This design comes from an exercise in tuning for small area, a short achievable clock period and few clock cycles on the open sky130 flow, not from production work.
In this exercise RTL edits were held to simulation tests only and were not proved equivalent to the original.
No activity file was given, so power comes from the tool's default toggle rates.

### run.sh
#!/bin/bash
# synth_recipe.tcl (not shown) runs the flow's synth.tcl, then flattens the netlist and writes it again
# the make line also repeats each setting of config.mk as NAME=value (left out here)
make -C /OpenROAD-flow-scripts/flow DESIGN_CONFIG=/design/flow/config.mk WORK_HOME=/design/flow/orfs CLKGATE_MAP_FILE= SYNTH_SCRIPT=/design/flow/synth_recipe.tcl finish
### config.mk
export PLATFORM = sky130hd
export DESIGN_NAME = s9core
export DESIGN_NICKNAME = s9core
export VERILOG_FILES = /design/flow/design.v
export SDC_FILE = /design/flow/constraint.sdc
export NUM_CORES = 4
export LEC_CHECK = 0
export CAP_MARGIN = 20
export CORE_MARGIN = 2
export CORE_UTILIZATION = 40
export PLACE_DENSITY = 0.6
export SLEW_MARGIN = 20
### constraint.sdc
create_clock -name core_clock -period 10.0 [get_ports {clk}]
set_input_delay 2.0000 -clock core_clock [delete_from_list [all_inputs] [get_ports {clk}]]
set_output_delay 2.0000 -clock core_clock [all_outputs]
set_load 0.01 [all_outputs]
### design.v
module s9core (
    input  wire        clk,
    input  wire        rst,
    input  wire [1:0]  cmd_op,
    input  wire [15:0] cmd_len,
    output wire        busy,
    output wire        done,
    output wire        fault,
    output wire [3:0]  fcode,
    output wire [15:0] finfo,
    output wire [15:0] res_n,
    output wire [18:0] res_bytes,
    output wire [15:0] vin_addr,
    input  wire [31:0] vin_rdata,
    output wire        vout_we,
    output wire [9:0]  vout_addr,
    output wire [31:0] vout_wdata,
    output wire        snk_valid,
    output wire        snk_len,
    output wire [31:0] snk_data,
    input  wire        snk_ready,
    input  wire        snk_fail,
    output wire        src_valid,
    output wire        src_len,
    input  wire        src_ready,
    input  wire        src_fail,
    input  wire [31:0] src_data
);
    localparam [3:0] S_IDLE  = 4'd0,
                     S_ECHK  = 4'd1,
                     S_EHDR  = 4'd2,
                     S_ESCAN = 4'd3,
                     S_EPACK = 4'd4,
                     S_EEMIT = 4'd5,
                     S_DHDR  = 4'd6,
                     S_DWORD = 4'd7,
                     S_DEXT  = 4'd8,
                     S_DONE  = 4'd9,
                     S_FAULT = 4'd10;
    localparam [3:0] F_NONE = 4'd0, F_EMPTY = 4'd1, F_VALUE = 4'd2, F_SEL = 4'd3,
                     F_HDR = 4'd4, F_SINK = 4'd5, F_SOURCE = 4'd6, F_ALLOC = 4'd7;
    localparam OUT_SLOTS = 1024;
    function [4:0] row_cap;
        input [3:0] s;
        case (s)
            4'd0: row_cap = 5'd28;
            4'd1: row_cap = 5'd14;
            4'd2: row_cap = 5'd9;
            4'd3: row_cap = 5'd7;
            4'd4: row_cap = 5'd5;
            4'd5: row_cap = 5'd4;
            4'd6: row_cap = 5'd3;
            4'd7: row_cap = 5'd2;
            default: row_cap = 5'd1;
        endcase
    endfunction
    function [4:0] row_bits;
        input [3:0] s;
        case (s)
            4'd0: row_bits = 5'd1;
            4'd1: row_bits = 5'd2;
            4'd2: row_bits = 5'd3;
            4'd3: row_bits = 5'd4;
            4'd4: row_bits = 5'd5;
            4'd5: row_bits = 5'd7;
            4'd6: row_bits = 5'd9;
            4'd7: row_bits = 5'd14;
            default: row_bits = 5'd28;
        endcase
    endfunction
    reg [3:0]  st;
    reg [1:0]  op;
    reg [15:0] n;
    reg [15:0] icur;
    reg [16:0] ocnt;
    reg [18:0] nbytes;
    reg [31:0] wreg;
    reg [4:0]  kreg;
    reg [15:0] hreg;
    reg [3:0]  hidx;
    reg [3:0]  fcode_r;
    reg [15:0] finfo_r;
    reg [4:0]  j;
    reg [27:0] vbuf [0:27];
    reg [8:0]  fits;
    wire [15:0] rem     = n - icur;
    wire [4:0]  scan_n  = (rem > 16'd28) ? 5'd28 : rem[4:0];
    reg [3:0] sel;
    integer r;
    always @* begin
        sel = 4'd8;
        for (r = 8; r >= 0; r = r - 1)
            if (fits[r]) sel = r[3:0];
    end
    wire [4:0] sel_cap = row_cap(sel);
    wire [4:0] sel_k   = ({11'd0, sel_cap} > rem) ? rem[4:0] : sel_cap;
    reg [31:0] packed_w;
    integer f;
    always @* begin
        packed_w = {28'd0, sel};
        case (sel)
            4'd0: for (f = 0; f < 28; f = f + 1) if (f < sel_k) packed_w[4 + f*1  +: 1]  = vbuf[f][0:0];
            4'd1: for (f = 0; f < 14; f = f + 1) if (f < sel_k) packed_w[4 + f*2  +: 2]  = vbuf[f][1:0];
            4'd2: for (f = 0; f < 9;  f = f + 1) if (f < sel_k) packed_w[4 + f*3  +: 3]  = vbuf[f][2:0];
            4'd3: for (f = 0; f < 7;  f = f + 1) if (f < sel_k) packed_w[4 + f*4  +: 4]  = vbuf[f][3:0];
            4'd4: for (f = 0; f < 5;  f = f + 1) if (f < sel_k) packed_w[4 + f*5  +: 5]  = vbuf[f][4:0];
            4'd5: for (f = 0; f < 4;  f = f + 1) if (f < sel_k) packed_w[4 + f*7  +: 7]  = vbuf[f][6:0];
            4'd6: for (f = 0; f < 3;  f = f + 1) if (f < sel_k) packed_w[4 + f*9  +: 9]  = vbuf[f][8:0];
            4'd7: for (f = 0; f < 2;  f = f + 1) if (f < sel_k) packed_w[4 + f*14 +: 14] = vbuf[f][13:0];
            default: packed_w[31:4] = vbuf[0];
        endcase
    end
    reg [8:0] misfit;
    integer q;
    always @* begin
        for (q = 0; q < 9; q = q + 1)
            misfit[q] = (j < row_cap(q[3:0])) &&
                        ((vin_rdata >> row_bits(q[3:0])) != 32'd0);
    end
    wire [3:0]  dsel     = wreg[3:0];
    wire        dsel_ok  = (dsel <= 4'd8);
    wire [4:0]  dcap     = row_cap(dsel);
    wire [4:0]  dbits    = row_bits(dsel);
    wire [16:0] dleft    = {1'b0, n} - (ocnt - {12'd0, j});    
    wire [4:0]  dlim     = (op == 2'd2 && {12'd0, dcap} > dleft) ? dleft[4:0] : dcap;
    wire [9:0]  dshift   = 10'd4 + j * dbits;
    wire [31:0] dmask    = (32'd1 << dbits) - 32'd1;
    wire [31:0] dfield   = (wreg >> dshift) & dmask;
    wire [7:0]  hbyte    = src_data[7:0];
    wire        hbad     = (hidx == 4'd2) && (hbyte[6:2] != 5'd0);
    wire [15:0] hnew     = hreg | ({9'd0, hbyte[6:0]} << (7 * hidx));
    wire [16:0] hneed    = {1'b0, hnew} + ((op == 2'd3) ? 17'd27 : 17'd0);
    wire        start    = (st == S_IDLE || st == S_DONE) && (cmd_op != 2'd0);
    always @(posedge clk) begin
        if (rst) begin
            st      <= S_IDLE;
            op      <= 2'd0;
            n       <= 16'd0;
            icur    <= 16'd0;
            ocnt    <= 17'd0;
            nbytes  <= 19'd0;
            wreg    <= 32'd0;
            kreg    <= 5'd0;
            hreg    <= 16'd0;
            hidx    <= 4'd0;
            fcode_r <= F_NONE;
            finfo_r <= 16'd0;
            j       <= 5'd0;
            fits    <= 9'h1ff;
        end else begin
            case (st)
                S_IDLE, S_DONE: begin
                    if (start) begin
                        op      <= cmd_op;
                        icur    <= 16'd0;
                        ocnt    <= 17'd0;
                        nbytes  <= 19'd0;
                        wreg    <= 32'd0;
                        kreg    <= 5'd0;
                        hidx    <= 4'd0;
                        fcode_r <= F_NONE;
                        finfo_r <= 16'd0;
                        j       <= 5'd0;
                        if (cmd_op == 2'd1) begin
                            n    <= cmd_len;
                            hreg <= cmd_len;
                            if (cmd_len == 16'd0) begin
                                fcode_r <= F_EMPTY;
                                st      <= S_FAULT;
                            end else begin
                                st <= S_ECHK;
                            end
                        end else begin
                            n    <= 16'd0;
                            hreg <= 16'd0;
                            st   <= S_DHDR;
                        end
                    end
                end
                S_ECHK: begin
                    if (vin_rdata[31:28] != 4'd0) begin
                        fcode_r <= F_VALUE;
                        finfo_r <= icur;
                        st      <= S_FAULT;
                    end else if (icur == n - 16'd1) begin
                        icur <= 16'd0;
                        st   <= S_EHDR;
                    end else begin
                        icur <= icur + 16'd1;
                    end
                end
                S_EHDR: begin
                    if (snk_ready) begin
                        if (snk_fail) begin
                            fcode_r <= F_SINK;
                            st      <= S_FAULT;
                        end else begin
                            nbytes <= nbytes + 19'd1;
                            hidx   <= hidx + 4'd1;
                            hreg   <= hreg >> 7;
                            if (hreg < 16'd128) begin
                                j    <= 5'd0;
                                fits <= 9'h1ff;
                                st   <= S_ESCAN;
                            end
                        end
                    end
                end
                S_ESCAN: begin
                    vbuf[j] <= vin_rdata[27:0];
                    fits    <= fits & ~misfit;
                    if (j == scan_n - 5'd1)
                        st <= S_EPACK;
                    else
                        j <= j + 5'd1;
                end
                S_EPACK: begin
                    wreg <= packed_w;
                    kreg <= sel_k;
                    st   <= S_EEMIT;
                end
                S_EEMIT: begin
                    if (snk_ready) begin
                        if (snk_fail) begin
                            fcode_r <= F_SINK;
                            st      <= S_FAULT;
                        end else begin
                            nbytes <= nbytes + 19'd4;
                            icur   <= icur + {11'd0, kreg};
                            j      <= 5'd0;
                            fits   <= 9'h1ff;
                            if (icur + {11'd0, kreg} == n)
                                st <= S_DONE;
                            else
                                st <= S_ESCAN;
                        end
                    end
                end
                S_DHDR: begin
                    if (src_ready) begin
                        if (src_fail) begin
                            fcode_r <= F_SOURCE;
                            st      <= S_FAULT;
                        end else begin
                            nbytes <= nbytes + 19'd1;
                            if (hbad) begin
                                fcode_r <= F_HDR;
                                finfo_r <= {12'd0, hidx};
                                st      <= S_FAULT;
                            end else begin
                                hreg <= hnew;
                                hidx <= hidx + 4'd1;
                                if (hbyte[7]) begin
                                    if (hidx == 4'd2) begin
                                        fcode_r <= F_HDR;
                                        finfo_r <= {12'd0, hidx};
                                        st      <= S_FAULT;
                                    end
                                end else begin
                                    n <= hnew;
                                    if (hneed > OUT_SLOTS) begin
                                        fcode_r <= F_ALLOC;
                                        finfo_r <= hnew;
                                        st      <= S_FAULT;
                                    end else if (hnew == 16'd0) begin
                                        st <= S_DONE;
                                    end else begin
                                        st <= S_DWORD;
                                    end
                                end
                            end
                        end
                    end
                end
                S_DWORD: begin
                    if (src_ready) begin
                        if (src_fail) begin
                            fcode_r <= F_SOURCE;
                            st      <= S_FAULT;
                        end else begin
                            wreg   <= src_data;
                            nbytes <= nbytes + 19'd4;
                            j      <= 5'd0;
                            st     <= S_DEXT;
                        end
                    end
                end
                S_DEXT: begin
                    if (!dsel_ok) begin
                        fcode_r <= F_SEL;
                        finfo_r <= {12'd0, dsel};
                        st      <= S_FAULT;
                    end else begin
                        ocnt <= ocnt + 17'd1;
                        j    <= j + 5'd1;
                        if (j == dlim - 5'd1) begin
                            if (ocnt + 17'd1 >= {1'b0, n})
                                st <= S_DONE;
                            else
                                st <= S_DWORD;
                        end
                    end
                end
                default: ;  
            endcase
        end
    end
    assign busy      = (st != S_IDLE) && (st != S_DONE) && (st != S_FAULT);
    assign done      = (st == S_DONE);
    assign fault     = (st == S_FAULT);
    assign fcode     = fcode_r;
    assign finfo     = finfo_r;
    assign res_n     = n;
    assign res_bytes = nbytes;
    assign vin_addr  = (st == S_ESCAN) ? icur + {11'd0, j} : icur;
    assign vout_we    = (st == S_DEXT) && dsel_ok;
    assign vout_addr  = ocnt[9:0];
    assign vout_wdata = dfield;
    assign snk_valid = (st == S_EHDR) || (st == S_EEMIT);
    assign snk_len   = (st == S_EEMIT);
    assign snk_data  = (st == S_EEMIT) ? wreg :
                       {24'd0, (hreg >= 16'd128), hreg[6:0]};
    assign src_valid = (st == S_DHDR) || (st == S_DWORD);
    assign src_len   = (st == S_DWORD);
endmodule
==> impl_metrics.toml <==
[pwr]
power_leakage_uw = 0.009627
powerDensity_nw_per_um2 = 301.3
ir_drop_uv = 126.4

[placed_design]
place_ws_ns = 2.098
post_dp_cell_area_um2 = 25280
dp_hpwl_mm = 76.15
io_buffers = 236
gp_congestion = 0.9717

[die]
die_area_um2 = 57590
core_area_um2 = 55090
pin_count = 241
start_util_pct = 40.43
die_x_um = 240.0
die_height_um = 240.0
rows = 86

[synthesis]
yosysUniqueCellTypes = 91
synth_ff_type = "dfxtp_1"
synth_area_um2 = 22270
ys_ff_latch = 273
syn_area_per_cell_um2 = 7.723
seq_area_frac_synth_pct = 29.08
synth_edf_count = 101
synth_warnings = 1
synth-async-reset-ratio_pct = 0
synth_cells = 2884

[cells_and_area]
n_antenna_cell = 0
syn2layout_area_growth_pct = 18.53
final_net_count = 3246
mostFrequentLayoutCell = "nor2_1"
drive_above_1_share_pct = 5.641
design_area_um2 = 26400
final_cell_mix = "nor2_1, nand2_1, clkdlybuf4s50_1"

[sta]
fin_tns_setup_ns = 0
tightestPinTransition_ns = 1.143
hold_viol_final = 0
fin_crit_ns = 8.478
max_slew_margin_pct = 23.55
period_share_pct = 84.78
fmax_mhz = 118.0
slew_viol_final = 0
final-setup-viol-count = 0
rsz0062_at_grt = "no"
final.setup.worst_slack_ns = 1.522
clock_skew_ns = 0.03819

[drt]
antenna_left = 0
firstDrtPassIters = 8
routedWlPerCell_um = 26.15
vias = 23857
drt-initial-drc-count = 2548
avgViaCountPerCell = 6.283
drc = 0
wl_mm = 99.30

[status]
outcome = "finished clean"

[clock_network]
cts_htree_levels = 2
cts_setup_buffers = 0
clk_path_buf_depth = 3
cts_hold_buf = 0
cts_root_buffer = "clkbuf_16"
numCtsBuffers = 35
clock_latency_ns = 0.57
cts_sinks = 273
clk_pin_slew_ns = 0.06
cts_resized = 0
cts_tree = "built"

[setup_path]
cp_data_required_time_ns = 8.00
critPathKind = "flip-flop to output pin"
cp-end-kind = "output pin"
critPathLaunchType = "flip-flop"
crit_path_max_fanout = 24
worstRegToRegCells = 18
arrival_ns = 6.48

[global_route]
grt_start_max_net_pins = 78
grt_overflow_total = 0
grt_antenna_before_repair = 0
first_global_vias = 22978
grt_first_pass_wirelength_mm = 146.8
grtUsageTotal_pct = 33.72

[job]
cap_violations = 0

[worst_hold_path]
holdPathStages = 2
hold_class = "flip-flop to flip-flop"
[cell families after synthesis]
logic type	after synthesis	synth area share (%)
XOR/XNOR	108	4.281
other	1	0.01684
multiplexers	92	4.174
buffers and inverters	309	5.477
AO/OA/AOI/OAI	835	24.67
AND/OR/NAND/NOR	1132	24.20
flip-flops	273	29.08
adder cells (fa/ha/maj)	134	8.101
[worst max-delay path, stage by stage, from the launching register on]
cell             delay, ns
dfxtp_1               0.91
o21ai_0               0.27
fa_1                  0.53
fa_1                  0.53
fa_1                  0.56
inv_1                 0.05
ha_1                  0.29
a21boi_0              0.31
o21a_1                0.16
nor2_1                0.04
o21bai_1              0.15
a221o_1               0.61
or2_2                 0.48
a2111oi_0             0.43
clkdlybuf4s50_1       0.62
[worst paths after layout]
| kind | from | endpoint | slack, ns |
|---|---|---|---|
| setup / recovery | j[2] | vout_wdata[14] | 1.52 |
| hold / removal | fcode_r[0] | fcode_r[0] | 0.46 |
| setup reg to reg | j[2] | st[0] | 2.86 |
| hold reg to reg | fcode_r[0] | fcode_r[0] | 0.46 |
[flip-flops by register name (all words and copies together), names as in the netlist, 8 cells and up, named ones only]
| signal | cells |
|---|---|
| wreg | 32 |
| finfo_r | 16 |
| nbytes | 19 |
| n | 16 |
| fits | 8 |
| ocnt | 17 |
| vbuf | 101 |
| icur | 16 |
| hreg | 16 |
[report_power, final]
| group | internal (µW) | switching [µW] | total (µW) |
|---|---|---|---|
| logic | 1870 | 3200 | 5070 |
| clock network | 732 | 541 | 1270 |
| registers | 1320 | 301 | 1620 |
| total | 3910 | 4040 | 7960 |
[synth_stat cells (36+ instances only)]
cell type / instances / area share (%)
a211oi_1: 66 / 2.2
a21oi_1: 229 / 5.1
a31oi_1: 48 / 1.3
and3_1: 73 / 2.1
clkbuf_1: 164 / 2.8
dfxtp_1: 172 / 15
edfxtp_1: 101 / 14
ha_1: 117 / 6.6
inv_1: 112 / 1.9
mux2i_1: 85 / 3.8
nand2_1: 273 / 4.6
nand3_1: 101 / 2.3
nor2_1: 362 / 6.1
nor3_1: 86 / 1.9
nor4_1: 36 / 1.0
o21ai_0: 165 / 3.7
xnor2_1: 80 / 3.1
[through the flow]
step	total power (µW)	hold WS (ns)	cells	util [%]
5_1_grt	8471	0.4863	3797	47.92
3_3_place_gp	6515	0.4413	3734	45.83
2_1_floorplan	4905	0.4356	2887	-
4_1_cts	7866	0.4614	3797	47.89
6_report	7955	0.4573	3797	47.92
3_5_place_dp	6569	0.4548	3735	45.88
[cell type report]
class	instances	area [µm²]
repair buffers	290	2773
well taps	748	935.9
inverters	119	446.7
clock buffers	43	955.9
clock inverters	19	155.1
multi-input cells	2305	14660
flip-flops and latches	273	6476
fillers	5509	28690
[layer usage]
layer  vias to the layer above  share of wire (%)  global-route usage [%]
met5                         -                  0                       0
li1                      10922                  -                       -
met2                      1121                 48                   57.33
met4                         0                5.4                   16.68
met3                       257                6.5                   4.799
met1                     11557                 40                   41.71
Testbench counts, summed over its fixed seeds: cycles 205,811.

==> static timing again, ports no longer ideal <==
How much do the figures lean on ideal ports? The routed layout below was timed once more, with nothing changed but the port constraints. Step 1: set_driving_cell puts a clkbuf_16 on clk and a buf_2 on each other input, an assumption about the parent block. Step 2 adds t to the input delays and takes it off the output delays; t is the mean of the earliest and latest rising clock arrival at the registers after step 1. Input paths then give back, and output paths get back, about the clock's delay inside the block. a / b / c = ideal ports / drivers / drivers and shift; a / b = the first two.
shift t [ns]: 0.620
slack for setup (ns): 1.522 / 1.458 / 2.078
worst hold slack (ns): 0.457 / 0.457 / 0.457
clock arrival spread, ns: 0.038 / 0.038
worst register clock-pin slew, ns: 0.07 / 0.07
After both steps setup and hold are still met in this run. The setup slack of this run moves by -0.064 ns with the drivers and by +0.556 ns with both steps.
